Context: an optimization exercise on an open-source flow, tuned for small area, a short achievable clock period and few clock cycles. The choices shown serve that exercise and are no tape-out recipe. Where RTL was checked, it was by simulation tests only, not by an equivalence proof against the original. Function not checked in runs 1 and 2: the RTL went through the layout flow alone. Power is estimated from default activity; no workload was simulated.

## flow/config.mk

```make
export PLATFORM = sky130hd
export DESIGN_NAME = ung5_rxdec
export DESIGN_NICKNAME = ung5_rxdec
export VERILOG_FILES = /design/flow/design.v
export SDC_FILE = /design/flow/constraint.sdc
export NUM_CORES = 4
export LEC_CHECK = 0
export CAP_MARGIN = 20
export CORE_MARGIN = 2
export CORE_UTILIZATION = 30
export CTS_BUF_LIST = sky130_fd_sc_hd__clkbuf_4 sky130_fd_sc_hd__clkbuf_8
export PLACE_DENSITY = 0.5
export SETUP_SLACK_MARGIN = 2.5
export SLEW_MARGIN = 20
export SYNTH_HIERARCHICAL = 1
```

## flow/constraint.sdc

```tcl
create_clock -name core_clock -period 7.5 [get_ports {clk}]
set_input_delay 1.5000 -clock core_clock [delete_from_list [all_inputs] [get_ports {clk}]]
set_output_delay 1.5000 -clock core_clock [all_outputs]
set_load 0.01 [all_outputs]
```

## flow/design.v

```verilog
module ung5_rx (
    input  wire        clk,
    input  wire        rst,
    input  wire        start,
    input  wire [7:0]  start_addr,
    input  wire [15:0] start_total,
    input  wire        rx_valid,
    input  wire [7:0]  rx_data,
    input  wire        tick,
    input  wire [5:0]  buf_idx,
    output wire [7:0]  buf_data,
    output reg  [1:0]  rx_state,
    output reg  [2:0]  rx_reason,
    output reg  [6:0]  rx_len,
    output wire        rx_ready,
    output wire        start_ok,
    output reg  [31:0] head,        
    output wire [31:0] tail,        
    output reg         last_fa,     
    output reg  [15:0] crc,         
    output wire        crc_ready,
    input  wire        dec_we,
    input  wire [3:0]  dec_err,
    output reg  [3:0]  err_code
);
    localparam ST_IDLE = 2'd0, ST_ACTIVE = 2'd1, ST_DONE = 2'd2;
    localparam R_NONE = 3'd0, R_TOTAL = 3'd1, R_SILENCE = 3'd2,
               R_STOP = 3'd3, R_NOISE = 3'd4, R_OVERFLOW = 3'd5;
    function [15:0] crc_step;
        input [15:0] c_in;
        input [7:0]  b;
        integer i;
        reg [15:0] c;
        begin
            c = c_in ^ {8'h00, b};
            for (i = 0; i < 8; i = i + 1)
                c = c[0] ? ((c >> 1) ^ 16'h8408) : (c >> 1);
            crc_step = c;
        end
    endfunction
    function [15:0] crc_unstep;
        input [15:0] c_in;
        input [7:0]  b;
        integer i;
        reg [15:0] c;
        begin
            c = c_in;
            for (i = 0; i < 8; i = i + 1)
                c = c[15] ? (((c ^ 16'h8408) << 1) | 16'h0001) : (c << 1);
            crc_unstep = c ^ {8'h00, b};
        end
    endfunction
    reg [511:0] sh;            
    reg [5:0]   q;             
    reg [7:0]   rx_addr;
    reg [15:0]  t_left;        
    reg [5:0]   t_sil;         
    reg         collapsed;     
    wire accept    = rx_valid && rx_ready;
    assign rx_ready = (rx_state == ST_ACTIVE);
    assign start_ok = start && !rx_ready &&
                      (start_total != 16'd0) && (start_total != 16'hFFFF);
    wire [23:0] lo_key, hi_key;
    wire [7:0]  lo_oh_a, lo_oh_b, hi_oh;
    ung5_rdkey u_rdkey (.q(q), .lo_key(lo_key), .hi_key(hi_key));
    ung5_rdlo  u_rdlo_a (.idx_lo(buf_idx[2:0]), .lo_key(lo_key), .lo_oh(lo_oh_a));
    ung5_rdlo  u_rdlo_b (.idx_lo(buf_idx[2:0]), .lo_key(lo_key), .lo_oh(lo_oh_b));
    ung5_rdhi  u_rdhi  (.idx(buf_idx), .q_lo(q[2:0]), .hi_key(hi_key), .hi_oh(hi_oh));
    ung5_rdmux u_rdmux (.sh(sh), .lo_oh_a(lo_oh_a), .lo_oh_b(lo_oh_b), .hi_oh(hi_oh),
                        .data(buf_data));
    assign tail = collapsed ? sh[72 +: 32] : sh[0 +: 32];
    assign crc_ready = !(collapsed && t_sil < 6'd8);
    wire [7:0] rw_byte = accept ? 8'hFA :
                         (t_sil == 6'd7) ? sh[79:72] :
                         (t_sil == 6'd3 || t_sil == 6'd6) ? 8'hFA :
                         (t_sil == 6'd1 || t_sil == 6'd4) ? 8'h81 : rx_addr;
    wire [15:0] crc_back = crc_unstep(crc, rw_byte);
    wire run_found = (rx_data == 8'h81) && (rx_len[6:3] != 4'd0) &&
                     (sh[7:0]   == rx_addr) && (sh[15:8]  == 8'hFA) &&
                     (sh[23:16] == 8'h81)   && (sh[31:24] == rx_addr) &&
                     (sh[39:32] == 8'hFA)   && (sh[47:40] == 8'h81) &&
                     (sh[55:48] == rx_addr) && (sh[63:56] == 8'hFA);
    wire [5:0] t_sil_n = t_sil + ((t_sil == 6'd63) ? 6'd0 : 6'd1);
    always @(posedge clk) begin
        if (accept)
            sh <= {sh[503:0], rx_data};
        if (accept && rx_len[6:2] == 5'd0)
            case (rx_len[1:0])
            2'd0: head[7:0]   <= rx_data;
            2'd1: head[15:8]  <= rx_data;
            2'd2: head[23:16] <= rx_data;
            default: head[31:24] <= rx_data;
            endcase
    end
    always @(posedge clk) begin
        if (rst) begin
            err_code  <= 4'd0;
            rx_state  <= ST_IDLE;
            rx_reason <= R_NONE;
            collapsed <= 1'b0;
            rx_len    <= 7'd0;
            q         <= 6'd63;
        end else if (start) begin
            if (rx_state == ST_ACTIVE) begin
                err_code <= 4'd7;                      
            end else if (!start_ok) begin
                err_code <= 4'd10;                     
            end else begin
                err_code  <= 4'd0;
                rx_state  <= ST_ACTIVE;
                rx_reason <= R_NONE;
                collapsed <= 1'b0;
                rx_len    <= 7'd0;
                    q         <= 6'd63;
                rx_addr   <= start_addr;
                t_left    <= start_total;
            end
        end else if (accept) begin
            err_code <= 4'd0;
            q        <= q + 6'd1;
            rx_len   <= rx_len + 7'd1;
            t_sil    <= 6'd0;
            last_fa  <= (rx_data == 8'hFA);
            crc      <= (rx_len == 7'd0) ? 16'h0000 : crc_step(crc, sh[7:0]);
            if (run_found) begin
                t_sil     <= 6'd1;
                crc       <= crc_back;
                rx_len    <= (rx_len == 7'd8) ? 7'd3 : rx_len - 7'd8;
                rx_state  <= ST_DONE;
                rx_reason <= R_NOISE;
                collapsed <= 1'b1;
                last_fa   <= (sh[71:64] == 8'hFA);       
            end else if (rx_len == 7'd63) begin
                rx_state  <= ST_DONE;
                rx_reason <= R_OVERFLOW;
                err_code  <= 4'd8;                     
            end
        end else if (tick && rx_ready) begin
            err_code <= 4'd0;
            t_sil    <= t_sil_n;
            t_left   <= t_left - 16'd1;
            if (t_left == 16'd0) begin
                rx_state  <= ST_DONE;
                rx_reason <= R_TOTAL;
            end else if (rx_len[6:3] != 4'd0 && last_fa && t_sil_n >= 6'd10) begin
                rx_state  <= ST_DONE;
                rx_reason <= R_STOP;
            end else if (rx_len != 7'd0 && t_sil_n >= 6'd50) begin
                rx_state  <= ST_DONE;
                rx_reason <= R_SILENCE;
            end
        end else begin
            if (dec_we)
                err_code <= dec_err;
            if (!crc_ready) begin
                t_sil <= t_sil + 6'd1;
                crc   <= crc_back;
            end
        end
    end
endmodule
module ung5_rdkey (
    input  wire [5:0]  q,
    output reg  [23:0] lo_key,
    output reg  [23:0] hi_key
);
    integer j;
    always @(*)
        for (j = 0; j < 8; j = j + 1) begin
            lo_key[3*j +: 3] = q[2:0] - j[2:0];
            hi_key[3*j +: 3] = q[5:3] - j[2:0];
        end
endmodule
module ung5_rdlo (
    input  wire [2:0]  idx_lo,
    input  wire [23:0] lo_key,
    output reg  [7:0]  lo_oh
);
    integer j;
    always @(*)
        for (j = 0; j < 8; j = j + 1)
            lo_oh[j] = (idx_lo == lo_key[3*j +: 3]);
endmodule
module ung5_rdhi (
    input  wire [5:0]  idx,
    input  wire [2:0]  q_lo,
    input  wire [23:0] hi_key,
    output reg  [7:0]  hi_oh
);
    wire bw = (idx[2:0] > q_lo);
    reg [7:0] eq;
    integer j;
    always @(*) begin
        for (j = 0; j < 8; j = j + 1)
            eq[j] = (idx[5:3] == hi_key[3*j +: 3]);
        for (j = 0; j < 8; j = j + 1)
            hi_oh[j] = bw ? eq[(j + 1) % 8] : eq[j];
    end
endmodule
module ung5_rdmux (
    input  wire [511:0] sh,
    input  wire [7:0]   lo_oh_a,
    input  wire [7:0]   lo_oh_b,
    input  wire [7:0]   hi_oh,
    output reg  [7:0]   data
);
    reg [63:0] grp;            
    reg [7:0]  lo_oh;
    integer g, k;
    always @(*) begin
        for (g = 0; g < 8; g = g + 1) begin
            lo_oh = (g < 4) ? lo_oh_a : lo_oh_b;
            grp[8*g +: 8] = 8'h00;
            for (k = 0; k < 8; k = k + 1)
                grp[8*g +: 8] = grp[8*g +: 8] | ({8{lo_oh[k]}} & sh[64*g + 8*k +: 8]);
        end
        data = 8'h00;
        for (g = 0; g < 8; g = g + 1)
            data = data | ({8{hi_oh[g]}} & grp[8*g +: 8]);
    end
endmodule
module ung5_dec (
    input  wire        clk,
    input  wire        rst,
    input  wire        dec_start,
    input  wire        clear,         
    input  wire [6:0]  n_bytes,       
    input  wire [31:0] head,          
    input  wire [31:0] tail,          
    input  wire        last_fa,       
    input  wire [15:0] crc,           
    input  wire        crc_ready,
    output reg         dec_valid,
    output reg  [1:0]  dec_kind,      
    output reg  [1:0]  dec_why,       
    output wire [1:0]  dec_class,     
    output wire [7:0]  dec_addr,
    output wire [7:0]  dec_ctrl,
    output wire [7:0]  dec_length,
    output wire [7:0]  dec_opc,
    output wire [15:0] dec_crc,
    output reg         dec_etx_ok,
    output reg         dec_stop_ok,
    output wire        dec_addr_ok,
    output wire        err_we,
    output wire [3:0]  err_val
);
    function [15:0] crc_step;
        input [15:0] c_in;
        input [7:0]  b;
        integer i;
        reg [15:0] c;
        begin
            c = c_in ^ {8'h00, b};
            for (i = 0; i < 8; i = i + 1)
                c = c[0] ? ((c >> 1) ^ 16'h8408) : (c >> 1);
            crc_step = c;
        end
    endfunction
    reg pend;
    wire [7:0] b0 = head[7:0];
    wire [7:0] b1 = head[15:8];
    wire [7:0] b2 = head[23:16];
    wire [7:0] b3 = head[31:24];
    wire [7:0] t0 = tail[7:0];
    wire [7:0] t1 = tail[15:8];
    wire [7:0] t2 = tail[23:16];
    wire [7:0] t3 = tail[31:24];
    wire short   = (n_bytes == 7'd3);
    wire dclass  = (n_bytes >= 7'd7) && (b1[3:0] == 4'd4);
    wire two     = last_fa;                            
    wire span_bad = two && (n_bytes == 7'd7);          
    wire crc_bad = two ? (crc != crc_step(16'h0000, t1)) : (crc != 16'h0000);
    wire [6:0] n_6 = n_bytes - 7'd6;
    wire [6:0] n_7 = n_bytes - 7'd7;
    wire len_bad = (b2 == 8'h00) ||
                   (two ? (b2 != {1'b0, n_7}) : (b2 != {1'b0, n_6}));
    wire [1:0] kind = short ? 2'd0 :
                      (dclass && !span_bad && !crc_bad && !len_bad) ? 2'd1 : 2'd2;
    wire [1:0] why  = !dclass ? 2'd0 : span_bad ? 2'd1 : crc_bad ? 2'd2 : 2'd3;
    assign dec_class = (b1[3:0] == 4'd1) ? 2'd1 :
                       (b1[3:0] == 4'd2) ? 2'd2 :
                       (b1[3:0] == 4'd3) ? 2'd3 : 2'd0;
    assign dec_addr    = b0;
    assign dec_ctrl    = b1;
    assign dec_length  = b2;
    assign dec_opc     = b3;
    assign dec_crc     = two ? {t2, t3} : {t1, t2};
    wire etx_ok  = (two ? t1 : t0) == 8'h03;
    wire stop_ok = short ? (b2 == 8'hFA) : two;
    assign dec_addr_ok = (b0 >= 8'h50) && (b0 <= 8'h6F);
    wire fin = (dec_start || pend) && crc_ready;
    assign err_we  = fin;
    assign err_val = (kind == 2'd2) ? 4'd4 : 4'd0;
    always @(posedge clk)
        if (fin) begin
            dec_kind    <= kind;
            dec_why     <= why;
            dec_etx_ok  <= etx_ok;
            dec_stop_ok <= stop_ok;
        end
    always @(posedge clk) begin
        if (rst || clear) begin
            dec_valid <= 1'b0;
            pend      <= 1'b0;
        end else if (dec_start) begin
            dec_valid <= crc_ready;
            pend      <= !crc_ready;
        end else if (fin) begin
            dec_valid <= 1'b1;
            pend      <= 1'b0;
        end
    end
endmodule
module ung5_rxdec (
    input  wire        clk,
    input  wire        rst,
    input  wire        start,
    input  wire [7:0]  start_addr,
    input  wire [15:0] start_total,
    input  wire        rx_valid,
    input  wire [7:0]  rx_data,
    output wire        rx_ready,
    input  wire        tick,
    input  wire        dec_start,
    input  wire [5:0]  buf_idx,
    output wire [7:0]  buf_data,
    output wire [1:0]  rx_state,
    output wire [2:0]  rx_reason,
    output wire [6:0]  rx_len,
    output wire [3:0]  err_code,
    output wire        dec_valid,
    output wire [1:0]  dec_kind,
    output wire [1:0]  dec_why,
    output wire [1:0]  dec_class,
    output wire [7:0]  dec_addr,
    output wire [7:0]  dec_ctrl,
    output wire [7:0]  dec_length,
    output wire [7:0]  dec_opc,
    output wire [15:0] dec_crc,
    output wire        dec_etx_ok,
    output wire        dec_stop_ok,
    output wire        dec_addr_ok
);
    wire [31:0] head, tail;
    wire [15:0] crc;
    wire        crc_ready, start_ok, last_fa;
    wire        dec_we;
    wire [3:0]  dec_err;
    ung5_rx u_rx (
        .clk(clk), .rst(rst),
        .start(start), .start_addr(start_addr), .start_total(start_total),
        .rx_valid(rx_valid), .rx_data(rx_data), .tick(tick),
        .buf_idx(buf_idx), .buf_data(buf_data),
        .rx_state(rx_state), .rx_reason(rx_reason), .rx_len(rx_len),
        .rx_ready(rx_ready), .start_ok(start_ok),
        .head(head), .tail(tail), .last_fa(last_fa),
        .crc(crc), .crc_ready(crc_ready),
        .dec_we(dec_we), .dec_err(dec_err), .err_code(err_code)
    );
    ung5_dec u_dec (
        .clk(clk), .rst(rst),
        .dec_start(dec_start), .clear(start_ok),
        .n_bytes(rx_len), .head(head), .tail(tail), .last_fa(last_fa),
        .crc(crc), .crc_ready(crc_ready),
        .dec_valid(dec_valid), .dec_kind(dec_kind), .dec_why(dec_why),
        .dec_class(dec_class), .dec_addr(dec_addr), .dec_ctrl(dec_ctrl),
        .dec_length(dec_length), .dec_opc(dec_opc), .dec_crc(dec_crc),
        .dec_etx_ok(dec_etx_ok), .dec_stop_ok(dec_stop_ok),
        .dec_addr_ok(dec_addr_ok),
        .err_we(dec_we), .err_val(dec_err)
    );
endmodule
```

## flow/flow/run.sh

```bash
#!/bin/bash
# The standard layout (the standard.sh: standard synthesis, floorplan,
# placement, CTS, routing), with every input and output port buffered by
# sky130_fd_sc_hd__buf_2 instead of the cell buffer_ports picks by itself,
# and clock tree synthesis without dummy loads.
# make's full output goes to flow_make.log here; ORFS keeps each step's log
# under orfs/logs/.
set -euo pipefail
export BUFFER_PORTS_ARGS="-buffer_cell sky130_fd_sc_hd__buf_2"
export CTS_ARGS="-sink_clustering_enable -repair_clock_nets -dont_use_dummy_load -buf_list {sky130_fd_sc_hd__clkbuf_4 sky130_fd_sc_hd__clkbuf_8}"
bash standard.sh > flow_make.log 2>&1
```

## flow/standard.sh

```bash
#!/bin/bash
# synth_recipe.tcl (not shown) runs the flow's synth.tcl, then flattens the netlist and writes it again
# the make line also repeats each setting of config.mk as NAME=value (left out here)
make -C /OpenROAD-flow-scripts/flow DESIGN_CONFIG=/design/flow/config.mk WORK_HOME=/design/flow/orfs CLKGATE_MAP_FILE= SYNTH_SCRIPT=/design/flow/synth_recipe.tcl "${@:-finish}"
```

==> out/metrics.csv, run 1 <==
stage,metric,value,unit
outcome,outcome,timing/DRC/antenna clean,
synth,synth_common_cells,"597 x edfxtp_1, 278 x a22oi_1, 94 x xor2_1, 87 x nand4_1, 77 x xnor2_1",
detailed_routing,vias_per_cell,5.29,
timing,rsz0062_at_grt,true,
synth,syn_area_per_cell,14.4,um^2
grt,gr-total-overflow,0,
synth,yosys_warnings,12,
cts,cts_sinks,622,
grt,grt_pass1_wl,117000,um
die,die-area,95700,um^2
timing,max_slew_margin,31.1,%
layout,utilization,35.1,%
grt,grt_pass1_vias,17900,
power,ir_drop,0.116,mV
layout,finalInstanceArea,32400,um^2
synth,synthDominantCellAreaShare,64.1,%
timing,clock_skew,0.102,ns
grt,grt_max_degree,136,
cts,clock_path_buffers,3,
layout,nets,2184,
detailed_routing,drtAntennaViolNets,0,
synth,netlist_area,28000,um^2
cts,cts-root-buf,clkbuf_8,
setup_path,end_kind,output port,
setup_path,worst-setup-path-type,input port to output port,
synth,synth_area_leaders,"edfxtp_1 64%, a22oi_1 7.5%, xor2_1 2.9%",
setup_path,path_cells,"bufbuf_16, xor2_4, nor3_4, buf_12, a22oi_1, nand4_1, a22oi_2, nand4_1, buf_2",
synth,synth_edf_count,597,
timing,slew_violations,0,
cts,cts-hold-fix-buffers,0,
place,routabilityCongestion,0.849,
setup_path,r2r_start,u_rx.rx_len[3],
synth,yosysUniqueCellTypes,95,
timing,fmax,200,MHz
timing,setup_viol,0,
detailed_routing,drt_wl_total,79400,um
detailed_routing,drtIter0Drc,1696,
die,die_height,309,um
die,core-area,92100,um^2
timing,finalSetupTns,0,ns
grt,track_usage,16.1,%
layout,drive_gt1_share,23.6,%
timing,fin_crit_sh,66.8,%
synth,synth_seq_cells,622,
setup_path,slowest_stage,nand4_1,
cts,cts_buffers,106,
place,postPlaceCellArea,29600,um^2
cts,cts-htree-levels,3,
die,row_count,111,
place,port_buffers,126,
synth,synth.most_common_cell,edfxtp_1,
setup_path,worstPathArrival,3.51,ns
min_path,holdCritStartpoint,u_rx.sh[238],
timing,finalHoldViolations,0,
setup_path,start_kind,input port,
grt,grt_antenna_before_repair,6,
detailed_routing,wl_per_cell,23.6,um
die,fp.dieW,309,um
synth,synth-main-ff-cell,edfxtp_1,
cts,clk_latency,0.73,ns
min_path,min_path_type,flip-flop to flip-flop,
die,io_pins,127,
synth,ys_async_sr_fraction,0,%
synth,yosysTopAreaCell,edfxtp_1,
synth,syn_inst,1947,
detailed_routing,drc_errors,0,
power,power_density,233,nW/um^2
timing,worst-slew-pin-transition,1.03,ns
setup_path,worstPathRequired,6.00,ns
layout,area_delta_synth_final,15.7,%
setup_path,cp_max_fo,8,
synth,ys_seq_area_share,65.9,%
power,power_leakage,10.1,nW
die,initial_core_util,30.4,%
cts,cts_tree,done,
place,dp_hpwl,50800,um
setup_path,crit_top_cell,nand4_1,
cts,clk_pin_slew,0.06,ns
detailed_routing,dr.pass1.iters,8,
setup_path,cp_slowest_stage_delay,0.35,ns
job,cap_viol_max_count,0,
detailed_routing,vias,17800,
timing,period_needed,5.01,ns
setup_path,startpoint,buf_idx[0],
-- final cells by class --
type                            instances  area (um^2)
Antenna cell                            2         5.00
Clock buffer                          106         1460
Fill cell                            8873        59700
Inverter                               39          168
Multi-Input combinational cell       1127         8970
Sequential cell                       622        18400
Tap cell                             1243         1560
Timing Repair Buffer                  221         1760
-- logic make-up (layout without fill, tap and decap cells) --
group           count (synthesis)  after routing  synth area share, %
flops                         622            622                 65.9
other cells                     1              5               0.0134
compound gates                452            452                 11.9
mux                            67             67                 2.65
fa+ha+maj                      23             23                 1.03
xor+xnor                      174            174                 5.58
buf+inv                       200            366                 4.15
simple gates                  408            408                 8.80
-- critical path: cells and delay by family --
kind | cells | cell delay (ns)
XOR/XNOR | 1 | 0.19
AND/OR/NAND/NOR | 3 | 0.66
AO/OA/AOI/OAI | 2 | 0.49
buffers and inverters | 3 | 0.66
-- where the power goes --
group	switching, mW	total [mW]	internal (mW)
Combinational	0.602	0.951	0.349
Clock	1.24	2.48	1.23
Sequential	0.113	4.10	3.98
Total	1.96	7.52	5.57
-- Yosys stat by module, one instance, submodules excluded, excerpt --
module | cells | times used | cell area [um^2]
ung5_dec | 181 | 1 | 1550
ung5_rdhi | 53 | 1 | 442
ung5_rdkey | 52 | 1 | 403
ung5_rdlo | 35 | 2 | 324
ung5_rdmux | 416 | 1 | 2960
ung5_rx | 1175 | 1 | 22000
-- per-layer routing --
layer  GRT usage [%]  vias up  wire (um)  share of wire [%]
li1                -     7937          -                  -
met1            21.5     9087      34500                 43
met2            26.4      624      38500                 49
met3            3.01      120       4530                5.7
met4            4.99        4       1810                2.3
met5               0        -         25              0.032
-- final timing paths --
kind / to / slack (ns) / depth (start not counted)
max reg2reg: u_rx.crc[10] / 3.75 / 9
min: u_rx.sh[246] / 0.40 / 0
max: buf_data[7] / 2.49 / 9
min reg2reg: u_rx.sh[246] / 0.40 / 0
-- state kept, by name, indices dropped and copies added (netlist names), 2 cells and up --
name,count
u_dec.dec_kind,2
u_rx.crc,16
u_rx.err_code,4
u_dec.dec_why,2
u_rx.head,32
u_rx.rx_addr,8
u_rx.t_sil,6
u_rx.rx_state,2
u_rx.rx_reason,3
u_rx.t_left,16
u_rx.rx_len,7
u_rx.q,6
u_rx.sh,512
-- stage by stage --
step | setup WS (ns) | hold WS (ns) | power, mW | std cells
final | 2.49 | 0.404 | 7.52 | 3360
after global routing | 2.42 | 0.399 | 7.83 | 3360
after CTS | 2.50 | 0.392 | 7.58 | 3347
after detailed placement | 1.62 | 0.435 | 4.99 | 3193
after global placement | 1.75 | 0.429 | 4.98 | 3191
after floorplan | 2.59 | 0.427 | 4.66 | 1949
-- repair_timing --
action / CTS / global route
setup endpoints to repair: 8 / 8
pin swaps: 26 / 28
gates cloned: 1 / 6
setup buffers: 47 / 5
resized for setup: 60 / 50
-- layout by cell type, fill, tap and decap left out, types with 9 or more instances in the layout --
| cell | n |
|---|---|
| nor2_1 | 45 |
| xor2_1 | 69 |
| a211oi_1 | 11 |
| xnor2_1 | 76 |
| edfxtp_1 | 597 |
| nand4_1 | 87 |
| a22oi_2 | 28 |
| nor3_1 | 30 |
| nor3_4 | 16 |
| buf_4 | 65 |
| buf_12 | 15 |
| nand2_1 | 71 |
| ha_1 | 21 |
| a22oi_1 | 260 |
| nor4_1 | 23 |
| and3_1 | 10 |
| o22ai_1 | 9 |
| buf_2 | 123 |
| clkbuf_8 | 106 |
| inv_1 | 34 |
| o21ai_0 | 53 |
| nand3_1 | 34 |
| dfxtp_1 | 21 |
| a21oi_1 | 26 |
| or3_1 | 15 |
| mux2_2 | 51 |
| xor2_2 | 20 |
| nand4b_1 | 9 |
==> inputs of run 2 (changes only) <==
--- a/flow/flow/run.sh
+++ b/flow/flow/run.sh
@@ -7,5 +7,5 @@
 # under orfs/logs/.
 set -euo pipefail
 export BUFFER_PORTS_ARGS="-buffer_cell sky130_fd_sc_hd__buf_2"
-export CTS_ARGS="-sink_clustering_enable -repair_clock_nets -dont_use_dummy_load -buf_list {sky130_fd_sc_hd__clkbuf_4 sky130_fd_sc_hd__clkbuf_8}"
+export CTS_ARGS="-sink_clustering_enable -repair_clock_nets -dont_use_dummy_load -sink_clustering_size 24 -sink_clustering_max_diameter 60 -buf_list {sky130_fd_sc_hd__clkbuf_16}"
 bash standard.sh > flow_make.log 2>&1
==> out/metrics.csv, run 2 <==
stage,metric,value,unit,change
die,die_height,309,um,unchanged
cts,cts_tree,done,,
timing,slew_violations,0,,unchanged
cts,cts-root-buf,clkbuf_16,,
place,port_buffers,126,,unchanged
setup_path,crit_family,buffers and inverters,,
cts,cts_buffers,52,,-51%
layout,area_delta_synth_final,15.1,%,
timing,worst-slew-pin-transition,1.04,ns,+0.0113 ns
place,dpl.cell_count,3193,,unchanged
synth,syn_inst,1947,,unchanged
layout,final_common_cell,edfxtp_1,,
synth,syn_area_per_cell,14.4,um^2,unchanged
power,power_density,231,nW/um^2,-0.78%
detailed_routing,wl_per_cell,23.7,um,+0.51%
setup_path,cp_max_fo,8,,unchanged
timing,setup_viol,0,,unchanged
layout,largest_reg_flops,512,,unchanged
die,initial_core_util,30.4,%,unchanged
detailed_routing,vias,17700,,-0.34%
synth,synthDominantCellAreaShare,64.1,%,unchanged
outcome,outcome,timing/DRC/antenna clean,,
layout,utilization,34.9,%,-0.20 points
timing,rsz0062_at_grt,true,,
timing,finalSetupTns,0,ns,unchanged
timing,period_needed,4.98,ns,-0.0324 ns
synth,synth_common_cells,"597 x edfxtp_1, 278 x a22oi_1, 94 x xor2_1, 87 x nand4_1, 77 x xnor2_1",,
layout,reg_top3,"u_rx.sh x512, u_rx.head x32",,
layout,layout.cells.non_filler,3312,,-1.4%
synth,synth_area_leaders,"edfxtp_1 64%, a22oi_1 7.5%, xor2_1 2.9%",,
detailed_routing,drc_errors,0,,unchanged
timing,whs,0.394,ns,-0.0102 ns
detailed_routing,drt_wl_total,78600,um,-0.93%
timing,fmax,201,MHz,+0.65%
place,dp_hpwl,50800,um,unchanged
grt,track_usage,15.8,%,-0.23 points
synth,netlist_area,28000,um^2,unchanged
detailed_routing,vias_per_cell,5.35,,+1.1%
grt,grt_max_degree,136,,unchanged
setup_path,cp_slowest_stage_delay,0.23,ns,-0.12 ns
synth,ys_async_sr_fraction,0,%,unchanged
layout,nets,2137,,-2.2%
setup_path,start_kind,input port,,
place,routabilityCongestion,0.849,,unchanged
die,core-area,92100,um^2,unchanged
grt,gr-total-overflow,0,,unchanged
cts,cts-htree-levels,2,,-1
setup_path,worstPathArrival,3.48,ns,-0.03 ns
synth,yosys_warnings,12,,unchanged
synth,synth-main-ff-cell,edfxtp_1,,
power,power_leakage,9.99,nW,-1.2%
setup_path,worstPathRequired,6.00,ns,about the same
detailed_routing,dr.pass1.iters,5,,-3
min_path,min_path_type,flip-flop to flip-flop,,
cts,clk_latency,0.66,ns,-0.07 ns
synth,synth_edf_count,597,,unchanged
die,fp.dieW,309,um,unchanged
synth,ys_seq_area_share,65.9,%,unchanged
cts,clock_path_buffers,3,,unchanged
setup_path,slowest_stage,ha_4,,
layout,top_register,u_rx.sh,,
die,row_count,111,,unchanged
synth,synth.most_common_cell,edfxtp_1,,
detailed_routing,drtAntennaViolNets,0,,unchanged
detailed_routing,drtIter0Drc,1623,,-4.3%
job,cap_viol_max_count,0,,unchanged
grt,grt_pass1_vias,17500,,-2.3%
timing,clock_skew,0.107,ns,+0.00466 ns
synth,yosysTopAreaCell,edfxtp_1,,
die,die-area,95700,um^2,unchanged
die,io_pins,127,,unchanged
cts,cts_sinks,622,,unchanged
synth,yosysUniqueCellTypes,95,,unchanged
setup_path,path_cells,"buf_16, ha_4, and2b_1, o21ai_2, a32oi_4, buf_12, buf_12, mux2i_4, buf_12, a22oi_2, nand4_1, buf_2",,
cts,clk_pin_slew,0.09,ns,+0.03 ns
setup_path,worst-setup-path-type,input port to output port,,
setup_path,end_kind,output port,,
grt,grt_pass1_wl,115000,um,-1.1%
grt,grt_antenna_before_repair,5,,-1
timing,finalHoldViolations,0,,unchanged
setup_path,critPathBufInv,5,,+2
layout,final_cell_mix,"597 x edfxtp_1, 258 x a22oi_1, 123 x buf_2",,
power,power,7.42,mW,-1.3%
timing,max_slew_margin,30.4,%,-0.76 points
synth,synth_seq_cells,622,,unchanged
layout,drive_gt1_share,21.9,%,-1.7 points
timing,fin_crit_sh,66.4,%,-0.43 points
setup_path,crit_top_cell,buf_12,,
power,ir_drop,0.159,mV,+37%
## run 2: kinds of logic after synthesis
kind of cell	after synthesis	synth area share [%]
AO/OA/AOI/OAI	452	11.9
XOR/XNOR	174	5.58
adder cells (fa/ha/maj)	23	1.03
buffers and inverters	200	4.15
flip-flops	622	65.9
multiplexers	67	2.65
other	1	0.0134
AND/OR/NAND/NOR	408	8.80
## run 2: stage by stage
step	worst slack, ns	instance area (um^2)
floorplan	2.59	28000
global placement	1.75	29500
detailed placement	1.62	29600
CTS	2.49	31700
global route	2.40	32200
finish	2.52	32200
## run 2: worst register-to-register path, delay by kind of cell (launching register included)
kind / cells / cell delay (ns)
compound gates: 2 / 0.37
fa+ha+maj: 1 / 0.28
buf+inv: 1 / 0.17
flops: 1 / 0.71
simple gates: 5 / 1.93
## run 2: report_power, final
| part | internal, mW | switching (mW) |
|---|---|---|
| combinational | 0.347 | 0.600 |
| clock | 1.21 | 1.17 |
| sequential | 3.98 | 0.114 |
| total | 5.54 | 1.89 |
## run 2: area by class of cell
type / count / area [um^2]
multi-input cells: 1127 / 8960
inverters: 39 / 165
fillers: 8838 / 59900
repair buffers: 228 / 1760
flip-flops and latches: 622 / 18400
clock buffers: 52 / 1300
well taps: 1243 / 1560
diodes: 1 / 2.50
## run 2: worst paths after layout
check                                     from            to  slack [ns]  cells after the start
worst max-delay path                buf_idx[1]   buf_data[6]        2.52                     12
worst min register to register    u_rx.sh[222]  u_rx.sh[230]        0.39                      0
worst min-delay path              u_rx.sh[222]  u_rx.sh[230]        0.39                      0
worst max register to register  u_rx.rx_len[3]   u_rx.crc[9]        3.79                      9
## run 2: timing repair
item	CTS	global route
resized for setup	63	36
pin swaps	27	21
hold endpoints to repair	0	0
setup buffers	50	12
hold buffers	0	0
endpoints found under the setup margin	8	8
gates cloned	0	4
## run 2: layer usage
metal / wire [um] / track usage (%) / share of wire (%)
met5: 19 / 0 / 0.024
met4: 1470 / 3.91 / 1.9
met3: 4170 / 2.42 / 5.3
met2: 38500 / 26.6 / 49
met1: 34500 / 21.5 / 44
## run 2: modules after synthesis (local to each module, per instance), a selection
module,cell area [um^2],times used
ung5_rdkey,403,1
ung5_rdmux,2960,1
ung5_rdhi,442,1
ung5_dec,1550,1
ung5_rx,22000,1
ung5_rdlo,324,2
==> inputs of run 3 (changes only) <==
--- a/flow/design.v
+++ b/flow/design.v
@@ -234,10 +234,6 @@
     output reg  [1:0]  dec_kind,      
     output reg  [1:0]  dec_why,       
     output wire [1:0]  dec_class,     
-    output wire [7:0]  dec_addr,
-    output wire [7:0]  dec_ctrl,
-    output wire [7:0]  dec_length,
-    output wire [7:0]  dec_opc,
     output wire [15:0] dec_crc,
     output reg         dec_etx_ok,
     output reg         dec_stop_ok,
@@ -281,10 +277,6 @@
     assign dec_class = (b1[3:0] == 4'd1) ? 2'd1 :
                        (b1[3:0] == 4'd2) ? 2'd2 :
                        (b1[3:0] == 4'd3) ? 2'd3 : 2'd0;
-    assign dec_addr    = b0;
-    assign dec_ctrl    = b1;
-    assign dec_length  = b2;
-    assign dec_opc     = b3;
     assign dec_crc     = two ? {t2, t3} : {t1, t2};
     wire etx_ok  = (two ? t1 : t0) == 8'h03;
     wire stop_ok = short ? (b2 == 8'hFA) : two;
@@ -364,10 +356,13 @@
         .n_bytes(rx_len), .head(head), .tail(tail), .last_fa(last_fa),
         .crc(crc), .crc_ready(crc_ready),
         .dec_valid(dec_valid), .dec_kind(dec_kind), .dec_why(dec_why),
-        .dec_class(dec_class), .dec_addr(dec_addr), .dec_ctrl(dec_ctrl),
-        .dec_length(dec_length), .dec_opc(dec_opc), .dec_crc(dec_crc),
+        .dec_class(dec_class), .dec_crc(dec_crc),
         .dec_etx_ok(dec_etx_ok), .dec_stop_ok(dec_stop_ok),
         .dec_addr_ok(dec_addr_ok),
         .err_we(dec_we), .err_val(dec_err)
     );
+    assign dec_addr   = head[7:0];
+    assign dec_ctrl   = head[15:8];
+    assign dec_length = head[23:16];
+    assign dec_opc    = head[31:24];
 endmodule
==> out/metrics.csv, run 3 <==
stage,metric,value,unit,change
setup_path,rrSetupSlack,3.77,ns,-0.02 ns
min_path,hold_end,u_rx.sh[346],,
timing,setup_viol,0,,unchanged
die,row_count,111,,unchanged
synth,yosysUniqueCellTypes,95,,unchanged
die,initial_core_util,30.2,%,-0.12 points
timing,clock_skew,0.114,ns,+0.00663 ns
place,port_buffers,126,,unchanged
die,die_height,308,um,-0.43%
die,io_pins,127,,unchanged
synth,ys_async_sr_fraction,0,%,unchanged
layout,final_common_cell,edfxtp_1,,
setup_path,worstPathRequired,6.00,ns,about the same
timing,period_needed,5.01,ns,+0.0289 ns
timing,max_slew_margin,31.7,%,+1.4 points
timing,rsz0062_at_grt,true,,
setup_path,r2r_start,u_rx.t_sil[1],,
cts,cts-hold-fix-buffers,0,,unchanged
outcome,outcome,timing/DRC/antenna clean,,
synth,ys_seq_area_share,66.5,%,+0.57 points
synth,synthDominantCellAreaShare,64.7,%,+0.56 points
timing,slew_violations,0,,unchanged
grt,grt_max_degree,167,,+23%
synth,netlist_area,27700,um^2,-0.86%
layout,drive_gt1_share,21.2,%,-0.75 points
grt,grt_pass1_vias,17500,,-0.074%
timing,fin_crit_sh,66.8,%,+0.39 points
setup_path,cp_max_fo,32,,+24
power,ir_drop,0.149,mV,-6.3%
synth,yosysTopAreaCell,edfxtp_1,,
setup_path,worstPathArrival,3.51,ns,+0.03 ns
min_path,min_path_type,flip-flop to flip-flop,,
setup_path,crit_top_cell,nand4_1,,
cts,cts_sinks,622,,unchanged
cts,clock_path_buffers,3,,unchanged
layout,nets,2106,,-1.5%
timing,finalHoldViolations,0,,unchanged
synth,synth-main-ff-cell,edfxtp_1,,
cts,cts-root-buf,clkbuf_16,,
layout,largest_reg_flops,512,,unchanged
setup_path,start_kind,input port,,
layout,top_register,u_rx.sh,,
detailed_routing,drc_errors,0,,unchanged
synth,synth.most_common_cell,edfxtp_1,,
job,cap_viol_max_count,0,,unchanged
grt,track_usage,15.5,%,-0.36 points
layout,antennaDiodeCount,0,,-1
grt,grt_pass1_wl,113000,um,-2.0%
cts,clk_pin_slew,0.08,ns,about the same
grt,gr-total-overflow,0,,unchanged
cts,cts-htree-levels,2,,unchanged
power,power_leakage,9.83,nW,-1.6%
layout,area_delta_synth_final,15.1,%,about the same
synth,synth_area_leaders,"edfxtp_1 65%, a22oi_1 7.5%, xor2_1 3.0%",,
die,die-area,94800,um^2,-0.85%
layout,final_cell_mix,"597 x edfxtp_1, 254 x a22oi_1, 123 x buf_2",,
min_path,holdCritStartpoint,u_rx.sh[338],,
place,dp_hpwl,48200,um,-5.1%
setup_path,r2r_end,u_rx.rx_reason[0],,
timing,whs,0.391,ns,-0.00248 ns
synth,yosys_warnings,12,,unchanged
place,routabilityCongestion,0.854,,+0.58%
synth,syn_area_per_cell,14.5,um^2,+0.80%
die,core-area,91700,um^2,-0.45%
setup_path,path_cells,"bufbuf_16, xor2_1, nor3_4, buf_6, a22oi_1, nand4_1, a22oi_2, nand4_1, buf_2",,
detailed_routing,vias_per_cell,5.42,,+1.4%
die,fp.dieW,308,um,-0.43%
setup_path,end_kind,output port,,
power,power_density,232,nW/um^2,+0.38%
synth,synth_seq_cells,622,,unchanged
synth,synth_edf_count,597,,unchanged
cts,cts_buffers,52,,unchanged
cts,cts_tree,done,,
timing,fmax,200,MHz,-0.58%
setup_path,worst_r2r_path_depth,12,,+3
detailed_routing,drtAntennaViolNets,0,,unchanged
min_path,min_path_cells,0,,unchanged
setup_path,slowest_stage,a22oi_2,,
detailed_routing,vias,17500,,-1.3%
synth,syn_inst,1915,,-1.6%
grt,grt_antenna_before_repair,3,,-2
layout,fillers,8782,,-0.63%
setup_path,worst-setup-path-type,input port to output port,,
detailed_routing,drt_wl_total,76000,um,-3.3%
cts,clk_latency,0.67,ns,about the same
detailed_routing,wl_per_cell,23.6,um,-0.61%
layout,reg_top3,"u_rx.sh x512, u_rx.head x32",,
timing,finalSetupTns,0,ns,unchanged
detailed_routing,dr.pass1.iters,5,,unchanged
setup_path,cp_slowest_stage_delay,0.33,ns,+0.10 ns
detailed_routing,drtIter0Drc,1790,,+10%
timing,worst-slew-pin-transition,1.02,ns,-0.0171 ns
synth,synth_common_cells,"597 x edfxtp_1, 278 x a22oi_1, 94 x xor2_1, 87 x nand4_1, 77 x xnor2_1",,
==> run 3: kinds of logic (layout without fill, tap and decap cells) <==
group,after synthesis,after routing,synth area share [%]
flip-flops,622,622,66.5
AND/OR/NAND/NOR,408,408,8.88
multiplexers,67,67,2.67
adder cells (fa/ha/maj),23,23,1.04
XOR/XNOR,174,174,5.63
AO/OA/AOI/OAI,452,452,12.0
other,1,3,0.0135
buffers and inverters,168,288,3.32
==> run 3: worst max path at each step <==
| stage | from | to | slack, ns | cells after the start |
|---|---|---|---|---|
| after global routing | buf_idx[0] | buf_data[0] | 2.45 | 10 |
| after detailed placement | buf_idx[0] | buf_data[6] | 1.57 | 10 |
| after global placement | buf_idx[0] | buf_data[7] | 1.63 | 10 |
| after CTS | buf_idx[1] | buf_data[6] | 2.48 | 11 |
| final | buf_idx[0] | buf_data[0] | 2.49 | 9 |
| after floorplan | rx_valid | u_rx.crc[0] | 2.59 | 5 |
==> run 3: where the power goes <==
| group | internal (mW) | total, mW | switching (mW) |
|---|---|---|---|
| Clock | 1.21 | 2.38 | 1.17 |
| Combinational | 0.337 | 0.920 | 0.584 |
| Sequential | 3.98 | 4.09 | 0.114 |
==> run 3: area by class of cell <==
| class | count | area, um^2 | area share (%) |
|---|---|---|---|
| clock buffer | 52 | 1300 | 4.08 |
| inverter | 39 | 168 | 0.525 |
| multi-input combinational | 1127 | 8990 | 28.2 |
| sequential | 622 | 18400 | 57.8 |
| tap | 1186 | 1480 | 4.65 |
| timing repair buffer | 197 | 1530 | 4.81 |
==> run 3: modules after synthesis, one instance, submodules excluded, a selection <==
module / flip-flops and latches / cells inside / copies in the design / cell area, um^2
ung5_rx: 614 / 1175 / 1 / 22000
ung5_rdmux: 0 / 416 / 1 / 2960
ung5_dec: 8 / 149 / 1 / 1310
ung5_rdhi: 0 / 53 / 1 / 442
ung5_rdkey: 0 / 52 / 1 / 403
ung5_rdlo: 0 / 35 / 2 / 324
==> run 3: worst max-delay path, delay by kind of cell <==
kind | cells | cell delay (ns)
buf+inv | 3 | 0.69
simple gates | 3 | 0.52
compound gates | 2 | 0.52
xor+xnor | 1 | 0.25
==> run 3: repair_timing <==
item                       in CTS  in global routing
pin swaps                      13                 28
gates cloned                    2                  2
gates resized for setup        61                 61
setup endpoints to repair       8                  8
buffers inserted               28                 10
==> run 3: per-stage QoR <==
stage / cells / setup WS, ns / power, mW / util [%] / cell area (um^2)
finish: 3223 / 2.49 / 7.39 / 34.8 / 31900
global route: 3223 / 2.45 / 7.66 / 34.8 / 31900
CTS: 3211 / 2.48 / 7.42 / 34.3 / 31400
detailed placement: 3129 / 1.57 / 4.98 / 32.1 / 29400
global placement: 3129 / 1.63 / 4.97 / 32.1 / 29400
floorplan: 1917 / 2.59 / 4.66 / - / 27700
==> run 3: layer usage <==
layer / up-vias / global-route usage [%] / part of all wire [%] / wire [um]
met3: 101 / 2.67 / 5.8 / 4450
met1: 8968 / 21.3 / 45 / 34200
met5: - / 0 / 0 / 0
li1: 7799 / - / - / -
met4: 0 / 3.89 / 2.0 / 1510
met2: 607 / 25.3 / 47 / 35900
Testbench counts of run 3, summed over its fixed seeds: cycles 28,368.
==> inputs of run 4 (changes only) <==
--- a/flow/flow/run.sh
+++ b/flow/flow/run.sh
@@ -7,5 +7,5 @@
 # under orfs/logs/.
 set -euo pipefail
 export BUFFER_PORTS_ARGS="-buffer_cell sky130_fd_sc_hd__buf_2"
-export CTS_ARGS="-sink_clustering_enable -repair_clock_nets -dont_use_dummy_load -sink_clustering_size 24 -sink_clustering_max_diameter 60 -buf_list {sky130_fd_sc_hd__clkbuf_16}"
+export CTS_ARGS="-sink_clustering_enable -repair_clock_nets -dont_use_dummy_load -buf_list {sky130_fd_sc_hd__clkbuf_4 sky130_fd_sc_hd__clkbuf_8}"
 bash standard.sh > flow_make.log 2>&1
--- a/flow/config.mk
+++ b/flow/config.mk
@@ -5,6 +5,7 @@
 export SDC_FILE = /design/flow/constraint.sdc
 export NUM_CORES = 4
 export LEC_CHECK = 0
+export ABC_CLOCK_PERIOD_IN_PS = 2500
 export CAP_MARGIN = 20
 export CORE_MARGIN = 2
 export CORE_UTILIZATION = 30
==> out/metrics.csv, run 4 <==
stage,metric,value,unit,change
setup_path,endpoint,buf_data[6],,
die,die-area,94800,um^2,unchanged
timing,max_slew_margin,34.6,%,+2.8 points
setup_path,cp_max_fo,8,,-75%
power,pwr-share-seq,54.9,%,-0.5 points
die,row_count,111,,unchanged
synth,netlist_area,27700,um^2,unchanged
synth,ys_seq_area_share,66.5,%,unchanged
synth,synth_area_leaders,"edfxtp_1 65%, a22oi_1 7.5%, xor2_1 3.0%",,
die,io_pins,127,,unchanged
die,initial_core_util,30.2,%,unchanged
min_path,min_path_type,flip-flop to flip-flop,,
power,sw_frac_of_total,25.8,%,+0.59 points
detailed_routing,dr.pass1.iters,5,,unchanged
layout,fillers,8807,,+0.28%
layout,nets,2152,,+2.2%
layout,area_delta_synth_final,15.0,%,
layout,layout.cells.non_filler,3269,,+1.4%
synth,syn_area_per_cell,14.5,um^2,unchanged
layout,finalInstanceArea,31900,um^2,-0.12%
synth,yosys_warnings,12,,unchanged
synth,syn_inst,1915,,unchanged
place,port_buffers,126,,unchanged
grt,grt_antenna_before_repair,3,,unchanged
power,internal_power,5.54,mW,+0.25%
die,fp.dieW,308,um,unchanged
timing,fmax,200,MHz,+0.11%
power,power.switching,1.93,mW,+3.4%
layout,top_register,u_rx.sh,,
synth,synth_edf_count,597,,unchanged
timing,slew_violations,0,,unchanged
detailed_routing,wl_per_cell,23.4,um,-0.79%
layout,drive_gt1_share,22.4,%,+1.3 points
detailed_routing,drtAntennaViolNets,0,,unchanged
cts,cts-htree-levels,3,,+1
synth,synthDominantCellAreaShare,64.7,%,unchanged
setup_path,start_kind,input port,,
power,pwr-share-comb,12.0,%,-0.5 points
cts,clk_pin_slew,0.06,ns,-0.02 ns
layout,final_common_cell,edfxtp_1,,
cts,cts_tree,done,,
die,core-area,91700,um^2,unchanged
setup_path,rrSetupSlack,3.81,ns,+0.04 ns
outcome,outcome,timing/DRC/antenna clean,,
detailed_routing,drtIter0Drc,1694,,-5.4%
power,ir_drop,0.132,mV,-12%
cts,clk_latency,0.74,ns,+0.07 ns
place,postPlaceCellArea,29400,um^2,unchanged
synth,synth-main-ff-cell,edfxtp_1,,
timing,clock_skew,0.0860,ns,-0.0276 ns
timing,rsz0062_at_grt,true,,
power,power_leakage,9.89,nW,+0.63%
place,dp_hpwl,48200,um,unchanged
setup_path,end_kind,output port,,
job,cap_viol_max_count,0,,unchanged
setup_path,worstPathRequired,6.00,ns,about the same
timing,setup_viol,0,,unchanged
synth,synth.most_common_cell,edfxtp_1,,
timing,finalHoldViolations,0,,unchanged
setup_path,worst_r2r_path_depth,10,,-2
detailed_routing,vias_per_cell,5.41,,-0.18%
place,routabilityCongestion,0.854,,unchanged
cts,cts_buffers,106,,+100%
synth,synth_common_cells,"597 x edfxtp_1, 278 x a22oi_1, 94 x xor2_1, 87 x nand4_1, 77 x xnor2_1",,
layout,reg_top3,"u_rx.sh x512, u_rx.head x32",,
layout,final_cell_mix,"597 x edfxtp_1, 265 x a22oi_1, 123 x buf_2",,
setup_path,worst-setup-path-type,input port to output port,,
detailed_routing,drc_errors,0,,unchanged
timing,fin_crit_sh,66.7,%,-0.075 points
grt,grt_pass1_wl,115000,um,+1.7%
grt,grt_max_degree,167,,unchanged
synth,yosysUniqueCellTypes,95,,unchanged
timing,finalSetupTns,0,ns,unchanged
grt,gr-total-overflow,0,,unchanged
cts,cts-root-buf,clkbuf_8,,
place,dpl.cell_count,3129,,unchanged
layout,antennaDiodeCount,0,,unchanged
detailed_routing,drt_wl_total,76500,um,+0.63%
power,power_density,234,nW/um^2,+1.2%
synth,yosysTopAreaCell,edfxtp_1,,
grt,track_usage,15.8,%,+0.30 points
setup_path,worstPathArrival,3.50,ns,about the same
detailed_routing,vias,17700,,+1.2%
layout,largest_reg_flops,512,,unchanged
setup_path,r2r_end,u_rx.err_code[2],,
timing,period_needed,5.00,ns,-0.00561 ns
setup_path,startpoint,buf_idx[1],,
timing,worst-slew-pin-transition,0.975,ns,-0.0455 ns
power,clock_power_share,33.1,%,+0.9 points
setup_path,r2r_start,u_rx.collapsed,,
die,die_height,308,um,unchanged
cts,clock_path_buffers,3,,unchanged
synth,ys_async_sr_fraction,0,%,unchanged
cts,cts_sinks,622,,unchanged
synth,synth_seq_cells,622,,unchanged
cts,cts-hold-fix-buffers,0,,unchanged
grt,grt_pass1_vias,18000,,+3.1%
## run 4: layer usage
metal / wire, um / GRT usage (%) / vias up
li1: - / - / 7868
met1: 33800 / 21.5 / 8938
met2: 35900 / 25.4 / 729
met3: 4890 / 3.05 / 158
met4: 1900 / 4.65 / 0
met5: 0 / 0 / -
## run 4: cells by family after synthesis
family	count (synthesis)	synth area share [%]
muxes	67	2.67
buffers and inverters	168	3.32
xor gates and xnor gates	174	5.63
other	1	0.0135
and+or+nand+nor	408	8.88
adders and majority gates	23	1.04
AOI/OAI and AO/OA	452	12.0
DFF	622	66.5
## run 4: repair_timing
action	CTS	global route
pin swaps	14	14
endpoints found under the setup margin	8	8
gates resized for setup	64	41
buffers inserted	31	1
gates cloned	2	0
## run 4: cell type report
type,instances,area (um^2),share of cell area [%]
sequential,622,18400,57.8
inverter,39,164,0.514
timing repair buffer,189,1410,4.43
multi-input combinational,1127,8920,28.0
clock buffer,106,1460,4.58
tap,1186,1480,4.65
## run 4: worst min-delay path by stage
stage,from,endpoint,slack [ns],depth (start not counted)
4_1_cts,u_rx.sh[269],u_rx.sh[277],0.38,0
6_report,u_rx.sh[269],u_rx.sh[277],0.39,0
2_1_floorplan,u_rx.sh[262],u_rx.sh[270],0.43,0
3_5_place_dp,u_rx.sh[240],u_rx.sh[248],0.43,0
5_1_grt,u_rx.sh[269],u_rx.sh[277],0.39,0
3_3_place_gp,u_rx.sh[138],u_rx.sh[146],0.43,0
## run 4: per-module statistics from Yosys (local to each module, per instance), a selection
module,cells,flip-flops and latches
ung5_rx,1175,614
ung5_rdmux,416,0
ung5_dec,149,8
ung5_rdhi,53,0
ung5_rdkey,52,0
ung5_rdlo,35,0
## run 4: per-stage QoR
| stage | util, % | setup WS (ns) | total power, mW | hold WS [ns] |
|---|---|---|---|---|
| 2_1_floorplan | - | 2.59 | 4.66 | 0.427 |
| 3_3_place_gp | 32.1 | 1.63 | 4.97 | 0.429 |
| 3_5_place_dp | 32.1 | 1.57 | 4.98 | 0.434 |
| 4_1_cts | 34.5 | 2.50 | 7.55 | 0.380 |
| 5_1_grt | 34.8 | 2.38 | 7.79 | 0.395 |
| 6_report | 34.8 | 2.50 | 7.47 | 0.386 |
## run 4: critical path, stage by stage
cell     delay (ns)
buf_16         0.12
ha_4           0.21
and2b_1        0.16
o21ai_2        0.16
a32oi_4        0.07
buf_12         0.17
mux2i_4        0.20
buf_12         0.16
a22oi_2        0.28
nand4_1        0.24
buf_2          0.21
## run 4: power groups by stage
stage	sequential (mW)	clock (mW)	combinational [mW]
after floorplan	4.12	0	0.539
after global placement	4.16	0	0.806
after detailed placement	4.16	0	0.815
after CTS	4.09	2.57	0.889
after global routing	4.11	2.70	0.974
final	4.10	2.48	0.896
==> inputs of run 5 (changes only) <==
--- a/flow/config.mk
+++ b/flow/config.mk
@@ -5,7 +5,7 @@
 export SDC_FILE = /design/flow/constraint.sdc
 export NUM_CORES = 4
 export LEC_CHECK = 0
-export ABC_CLOCK_PERIOD_IN_PS = 2500
+export ABC_AREA = 1
 export CAP_MARGIN = 20
 export CORE_MARGIN = 2
 export CORE_UTILIZATION = 30
==> out/metrics.csv, run 5 <==
stage,metric,value,unit,change
outcome,outcome,timing/DRC/antenna clean,,
layout,final_common_cell,nand2_1,,
place,dp_hpwl,52900,um,+9.8%
timing,rsz0062_at_grt,true,,
timing,fin_crit_sh,65.3,%,-1.4 points
cts,clk_latency,0.78,ns,+0.04 ns
min_path,holdCritStartpoint,u_rx.sh[193],,
timing,period_needed,4.89,ns,-0.108 ns
timing,slew_violations,0,,unchanged
synth,synth_seq_cells,622,,unchanged
synth,yosys_warnings,12,,unchanged
place,place_ws,1.82,ns,+0.250 ns
place,routabilityCongestion,0.841,,-1.5%
setup_path,cp_max_fo,17,,+9
cts,cts_buffers,108,,+1.9%
timing,clock_skew,0.0786,ns,-0.00749 ns
setup_path,cp_slowest_stage_delay,0.35,ns,+0.07 ns
synth,syn_area_per_cell,9.38,um^2,-35%
min_path,min_path_type,flip-flop to flip-flop,,
power,sw_frac_of_total,28.4,%,+2.6 points
layout,drive_gt1_share,13.4,%,-9.0 points
setup_path,path_cells,"buf_16, ha_1, a21oi_1, nand2_1, nand2_4, inv_2, nand2_1, nand2_2, nand2_1, nand2_1, nor2_4, nand2_2, buf_2",,
detailed_routing,drc_errors,0,,unchanged
synth,synth_edf_count,597,,unchanged
detailed_routing,dr.pass1.iters,5,,unchanged
power,pwr-share-seq,51.2,%,-3.7 points
detailed_routing,drtAntennaViolNets,0,,unchanged
timing,finalHoldViolations,0,,unchanged
setup_path,worst-setup-path-type,input port to output port,,
detailed_routing,vias,21400,,+21%
grt,grt_antenna_before_repair,5,,+2
grt,grt_pass1_wl,126000,um,+9.9%
synth,netlist_area,29900,um^2,+7.9%
power,power.switching,2.22,mW,+15%
layout,top_register,u_rx.sh,,
timing,max_slew_margin,30.4,%,-4.2 points
die,die_height,320,um,+3.8%
synth,synth.most_common_cell,nand2_1,,
synth,ys_async_sr_fraction,0,%,unchanged
power,internal_power,5.61,mW,+1.3%
layout,final_cell_mix,"1,498 x nand2_1, 597 x edfxtp_1, 256 x nor2_1",,
synth,synthDominantCellAreaShare,59.9,%,-4.8 points
cts,cts-root-buf,clkbuf_8,,
setup_path,worstPathArrival,3.39,ns,-0.11 ns
timing,setup_viol,0,,unchanged
timing,fin_ws,2.61,ns,+0.108 ns
cts,clk_pin_slew,0.06,ns,about the same
layout,nets,3468,,+61%
layout,largest_reg_flops,512,,unchanged
job,cap_viol_max_count,0,,unchanged
setup_path,r2r_start,u_rx.collapsed,,
place,postPlaceCellArea,31600,um^2,+7.5%
die,row_count,115,,+3.6%
synth,synth_common_cells,"1,523 x nand2_1, 597 x edfxtp_1, 271 x nor2_1, 198 x inv_1, 72 x nand3_1",,
power,power_leakage,13.9,nW,+40%
die,die-area,102000,um^2,+7.8%
setup_path,slowest_stage,ha_1,,
die,fp.dieW,320,um,+3.8%
die,io_pins,127,,unchanged
cts,cts_tree,done,,
power,power_density,228,nW/um^2,-2.5%
synth,synth-main-ff-cell,edfxtp_1,,
grt,track_usage,16.1,%,+0.30 points
synth,synth_area_leaders,"edfxtp_1 60%, nand2_1 19%, nor2_1 3.4%",,
detailed_routing,wl_per_cell,17.7,um,-24%
detailed_routing,drt_wl_total,83000,um,+8.5%
layout,reg_top3,"u_rx.sh x512, u_rx.head x32",,
place,port_buffers,126,,unchanged
setup_path,crit_top_cell,nand2_1,,
synth,yosysUniqueCellTypes,53,,-44%
cts,cts_sinks,622,,unchanged
setup_path,end_kind,output port,,
detailed_routing,vias_per_cell,4.56,,-16%
synth,ys_seq_area_share,61.6,%,-4.9 points
grt,grt_pass1_vias,20700,,+15%
cts,cts-htree-levels,3,,unchanged
timing,finalSetupTns,0,ns,unchanged
timing,fmax,204,MHz,+2.2%
power,clock_power_share,32.4,%,-0.7 points
synth,yosysTopAreaCell,edfxtp_1,,
grt,gr-total-overflow,0,,unchanged
cts,cts-hold-fix-buffers,0,,unchanged
grt,grt_max_degree,171,,+2.4%
timing,worst-slew-pin-transition,1.03,ns,+0.0586 ns
die,core-area,98600,um^2,+7.5%
synth,syn_inst,3190,,+67%
timing,whs,0.367,ns,-0.0197 ns
power,ir_drop,0.125,mV,-5.3%
power,pwr-share-comb,16.3,%,+4.3 points
setup_path,start_kind,input port,,
setup_path,worstPathRequired,6.00,ns,about the same
detailed_routing,drtIter0Drc,1809,,+6.8%
layout,finalInstanceArea,34300,um^2,+7.6%
layout,fillers,10000,,+14%
cts,clock_path_buffers,3,,unchanged
setup_path,startpoint,buf_idx[2],,
die,initial_core_util,30.4,%,+0.12 points
layout,area_delta_synth_final,14.7,%,
-- run 5: changes by cell type in the layout (fill, tap and decap cells not counted), sizes merged, moves of 15 or more --
cell / change
nand2: +1460
a22oi: -286
nor2: +261
inv: +174
nand4: -66
mux2: -53
xor2: -46
nand3: +41
nor3: -34
nor4: -22
buf: +21
o21ai: +17
or3: -15
-- run 5: kinds of logic after synthesis --
group                      synth area share [%]
muxes                                     0.134
AOI/OAI and AO/OA                          2.42
DFF                                        61.6
xor gates and xnor gates                   3.40
other                                    0.0125
buffers and inverters                      5.61
and+or+nand+nor                            25.9
adders and majority gates                 0.962
-- run 5: area by class of cell --
class	instances	area, um^2	area share, %
Clock buffer	108	1490	4.33
Timing Repair Buffer	208	1570	4.58
Multi-Input combinational cell	2245	10300	30.1
Sequential cell	622	18400	53.7
Inverter	216	867	2.53
Tap cell	1287	1610	4.69
Antenna cell	2	5.00	0.0146
-- run 5: metrics by stage --
step                utilization [%]  cells  total power, mW
floorplan                         -   3192             4.80
global placement               32.1   4516             5.17
detailed placement             32.1   4516             5.17
CTS                            34.5   4675             7.90
global route                   34.8   4688             8.21
finish                         34.8   4688             7.84
-- run 5: path summary, 6_finish.rpt --
kind	to	slack, ns	cells after the start
worst max-delay path	buf_data[7]	2.61	13
worst min-delay path	u_rx.sh[201]	0.37	0
worst max register to register	u_rx.err_code[2]	4.24	15
worst min register to register	u_rx.sh[201]	0.37	0
-- run 5: power by group through the flow --
stage                     sequential [mW]  combinational [mW]  clock (mW)
after floorplan                      4.06               0.747           0
after global placement               4.08                1.09           0
after detailed placement             4.08                1.09           0
after CTS                            4.01                1.25        2.64
after global routing                 4.03                1.42        2.77
final                                4.02                1.28        2.54
-- run 5: metal layers --
metal  global-route usage, %  vias to the layer above  wire length, um
met1                    21.4                    10100            37900
li1                        -                    10600                -
met4                    5.58                        0             2410
met5                       0                        -                0
met3                    3.01                      151             4150
met2                    26.2                      498            38600
-- run 5: timing repair --
| item | in CTS | in global routing |
|---|---|---|
| setup buffers | 43 | 11 |
| gates cloned | 8 | 0 |
| gates resized for setup | 72 | 37 |
| setup endpoints to repair | 8 | 8 |
| pin swaps | 19 | 11 |
-- run 5: modules after synthesis (local to each module, per instance), a selection --
module,copies in the design,cells inside,cell area (um^2)
ung5_dec,1,300,1500
ung5_rdhi,1,164,783
ung5_rdkey,1,78,425
ung5_rdlo,2,68,379
ung5_rdmux,1,1136,4480
ung5_rx,1,1376,22000
-- run 5: worst max-delay path, delay by kind of cell --
family / cells / cell delay (ns)
adders and majority gates: 1 / 0.35
and+or+nand+nor: 8 / 0.95
AOI/OAI and AO/OA: 1 / 0.14
buffers and inverters: 3 / 0.42
==> inputs of run 6 (changes only) <==
--- a/flow/config.mk
+++ b/flow/config.mk
@@ -5,12 +5,11 @@
 export SDC_FILE = /design/flow/constraint.sdc
 export NUM_CORES = 4
 export LEC_CHECK = 0
-export ABC_AREA = 1
 export CAP_MARGIN = 20
 export CORE_MARGIN = 2
 export CORE_UTILIZATION = 30
 export CTS_BUF_LIST = sky130_fd_sc_hd__clkbuf_4 sky130_fd_sc_hd__clkbuf_8
 export PLACE_DENSITY = 0.5
-export SETUP_SLACK_MARGIN = 2.5
+export SETUP_SLACK_MARGIN = 3.0
 export SLEW_MARGIN = 20
 export SYNTH_HIERARCHICAL = 1
==> out/metrics.csv, run 6 <==
stage,metric,value,unit,change
cts,clk_latency,0.73,ns,-0.05 ns
setup_path,r2r_start,u_rx.rx_len[3],,
grt,gr-total-overflow,0,,unchanged
grt,track_usage,16.0,%,-0.042 points
cts,cts_tree,done,,
setup_path,startpoint,buf_idx[1],,
timing,max_slew_margin,28.0,%,-2.4 points
layout,top_register,u_rx.sh,,
synth,synth_edf_count,597,,unchanged
synth,synth_area_leaders,"edfxtp_1 65%, a22oi_1 7.5%, xor2_1 3.0%",,
cts,cts_buffers,105,,-2.8%
setup_path,r2r_end,u_rx.crc[10],,
place,routabilityCongestion,0.864,,+2.7%
cts,clk_pin_slew,0.06,ns,about the same
grt,grt_pass1_vias,17900,,-14%
cts,clock_path_buffers,3,,unchanged
die,row_count,111,,-3.5%
timing,period_needed,5.04,ns,+0.147 ns
timing,worst-slew-pin-transition,1.08,ns,+0.0471 ns
synth,synth.most_common_cell,edfxtp_1,,
grt,grt_antenna_before_repair,5,,unchanged
layout,final_common_cell,edfxtp_1,,
timing,setup_viol,0,,unchanged
layout,largest_reg_flops,512,,unchanged
synth,netlist_area,27700,um^2,-7.4%
detailed_routing,drtAntennaViolNets,0,,unchanged
cts,cts-hold-fix-buffers,0,,unchanged
synth,synthDominantCellAreaShare,64.7,%,+4.8 points
grt,grt_max_degree,205,,+20%
cts,cts_sinks,622,,unchanged
synth,ys_async_sr_fraction,0,%,unchanged
synth,yosys_warnings,12,,unchanged
detailed_routing,drc_errors,0,,unchanged
grt,grt_pass1_wl,116000,um,-8.0%
layout,reg_top3,"u_rx.sh x512, u_rx.head x32",,
layout,area_delta_synth_final,15.9,%,
timing,fmax,198,MHz,-2.9%
place,port_buffers,126,,unchanged
synth,synth_common_cells,"597 x edfxtp_1, 278 x a22oi_1, 94 x xor2_1, 87 x nand4_1, 77 x xnor2_1",,
min_path,holdCritStartpoint,u_rx.sh[167],,
synth,yosysTopAreaCell,edfxtp_1,,
detailed_routing,dr.pass1.iters,5,,unchanged
outcome,outcome,timing/DRC/antenna clean,,
die,fp.dieW,308,um,-3.7%
synth,yosysUniqueCellTypes,95,,+79%
timing,rsz0062_at_grt,true,,
place,dpl.cell_count,3129,,-31%
layout,nets,2159,,-38%
setup_path,worstPathArrival,3.54,ns,+0.15 ns
setup_path,start_kind,input port,,
detailed_routing,drt_wl_total,77700,um,-6.3%
synth,syn_inst,1915,,-40%
detailed_routing,wl_per_cell,23.7,um,+34%
layout,drive_gt1_share,23.1,%,+9.7 points
setup_path,worstPathRequired,6.00,ns,about the same
job,cap_viol_max_count,0,,unchanged
power,power_leakage,9.96,nW,-28%
setup_path,end_kind,output port,,
setup_path,cp_max_fo,32,,+15
timing,slew_violations,0,,unchanged
place,dp_hpwl,48700,um,-7.9%
min_path,hold_end,u_rx.sh[175],,
setup_path,worst_r2r_path_depth,9,,-6
layout,final_cell_mix,"597 x edfxtp_1, 251 x a22oi_1, 123 x buf_2",,
setup_path,worst-setup-path-type,input port to output port,,
die,initial_core_util,30.2,%,-0.12 points
timing,fin_crit_sh,67.2,%,+2.0 points
cts,cts-root-buf,clkbuf_8,,
setup_path,rrSetupSlack,3.80,ns,-0.44 ns
cts,cts-htree-levels,3,,unchanged
die,die_height,308,um,-3.7%
synth,ys_seq_area_share,66.5,%,+4.9 points
timing,finalHoldViolations,0,,unchanged
timing,finalSetupTns,0,ns,unchanged
min_path,min_path_cells,0,,unchanged
detailed_routing,drtIter0Drc,1783,,-1.4%
die,io_pins,127,,unchanged
min_path,min_path_type,flip-flop to flip-flop,,
power,power_density,233,nW/um^2,+2.2%
detailed_routing,vias_per_cell,5.43,,+19%
layout,utilization,35.0,%,+0.23 points
synth,syn_area_per_cell,14.5,um^2,+54%
layout,layout.cells.non_filler,3277,,-30%
timing,clock_skew,0.0726,ns,-0.00596 ns
power,ir_drop,0.129,mV,+3.7%
die,die-area,94800,um^2,-7.3%
die,core-area,91700,um^2,-7.0%
synth,synth_seq_cells,622,,unchanged
synth,synth-main-ff-cell,edfxtp_1,,
detailed_routing,vias,17800,,-17%
run 6: through the flow:
step | area, um^2 | total power, mW | hold slack [ns] | setup WS, ns
2_1_floorplan | 27800 | 4.66 | 0.427 | 3.01
3_3_place_gp | 29400 | 4.97 | 0.428 | 1.62
3_5_place_dp | 29400 | 4.98 | 0.435 | 1.57
4_1_cts | 31800 | 7.56 | 0.393 | 2.49
5_1_grt | 32100 | 7.81 | 0.413 | 2.38
6_report | 32100 | 7.50 | 0.406 | 2.46
run 6: power breakdown:
group	internal [mW]	total [mW]	leakage, nW	switching (mW)
clock	1.22	2.46	0.755	1.24
combinational	0.347	0.940	3.89	0.593
sequential	3.98	4.10	5.32	0.113
total	5.55	7.50	9.96	1.94
run 6: worst max-delay path by stage:
| stage | end | slack [ns] |
|---|---|---|
| after floorplan | buf_data[0] | 3.01 |
| after detailed placement | buf_data[1] | 1.57 |
| final | buf_data[6] | 2.46 |
| after global routing | buf_data[6] | 2.38 |
| after CTS | buf_data[1] | 2.49 |
| after global placement | buf_data[1] | 1.62 |
run 6: per-module statistics from Yosys (local to each module, per instance), a selection:
module	flip-flops and latches	cell area (um^2)	cells	copies in the design
ung5_rx	614	22000	1175	1
ung5_rdmux	0	2960	416	1
ung5_dec	8	1310	149	1
ung5_rdhi	0	442	53	1
ung5_rdkey	0	403	52	1
ung5_rdlo	0	324	35	2
run 6: worst max-delay path, cell delays in order:
cell,delay [ns]
buf_16,0.12
buf_4,0.16
xor2_2,0.19
nor3_4,0.06
buf_12,0.19
a22oi_2,0.20
nand4_1,0.36
a22oi_2,0.34
nand4_1,0.20
buf_2,0.20
run 6: final cells by class:
type | count | area [um^2]
Multi-Input combinational cell | 1127 | 8980
Fill cell | 8904 | 59500
Antenna cell | 1 | 2.50
Inverter | 39 | 165
Timing Repair Buffer | 197 | 1590
Sequential cell | 622 | 18400
Clock buffer | 105 | 1450
Tap cell | 1186 | 1480
run 6: repair_timing:
action,CTS,global route
setup endpoints to repair,8,8
buffers inserted,36,3
pin swaps,31,22
gates resized for setup,90,38
cloned,2,0
run 6: cells by family (layout without fill, tap and decap cells):
kind of cell	count (synthesis)	count (layout)	share of synthesized area, %
fa+ha+maj	23	23	1.04
other cells	1	4	0.0135
compound gates	452	452	12.0
xor+xnor	174	174	5.63
simple gates	408	408	8.88
flops	622	622	66.5
mux	67	67	2.67
buf+inv	168	341	3.32
run 6: layer usage:
layer	global-route usage (%)	routed length, um
met1	22.1	34400
met5	0	0
met2	26.1	37100
met3	2.80	4560
met4	4.32	1760

[afterwards: timing with drivers on the ports]
The results above use ideal ports. As a check the final layouts listed here were re-extracted and re-timed, cells and wires unchanged. Step 1 assumes that a clkbuf_16 drives the clock port and a buf_2 every other input. Step 2, shift: input delay + t, output delay - t, t = (earliest + latest rising clock arrival at the registers) / 2. This alone moves slack from input paths to output paths. Slacks: ideal / step 1 / step 2; pairs: ideal / step 1.
| run | t, ns | setup slack, ns | hold slack, ns | worst data-port slew with drivers (ns) |
|---|---|---|---|---|
| run 1 | 0.736 | 2.489 / 2.338 / 2.338 | 0.404 / 0.404 / 0.404 | 0.20 |
| run 2 | 0.659 | 2.521 / 2.360 / 2.360 | 0.394 / 0.394 / 0.394 | 0.22 |
| run 3 | 0.679 | 2.493 / 2.362 / 2.362 | 0.391 / 0.391 / 0.391 | 0.13 |
| run 4 | 0.737 | 2.498 / 2.392 / 2.392 | 0.386 / 0.386 / 0.386 | 0.14 |
| run 5 | 0.789 | 2.606 / 2.464 / 2.464 | 0.367 / 0.367 / 0.367 | 0.16 |
| run 6 | 0.740 | 2.460 / 2.330 / 2.330 | 0.406 / 0.406 / 0.406 | 0.15 |
After both steps every run listed still meets setup and hold. The setup slack of run 2, which loses most, moves by -0.161 ns with the drivers and by -0.161 ns with both steps.
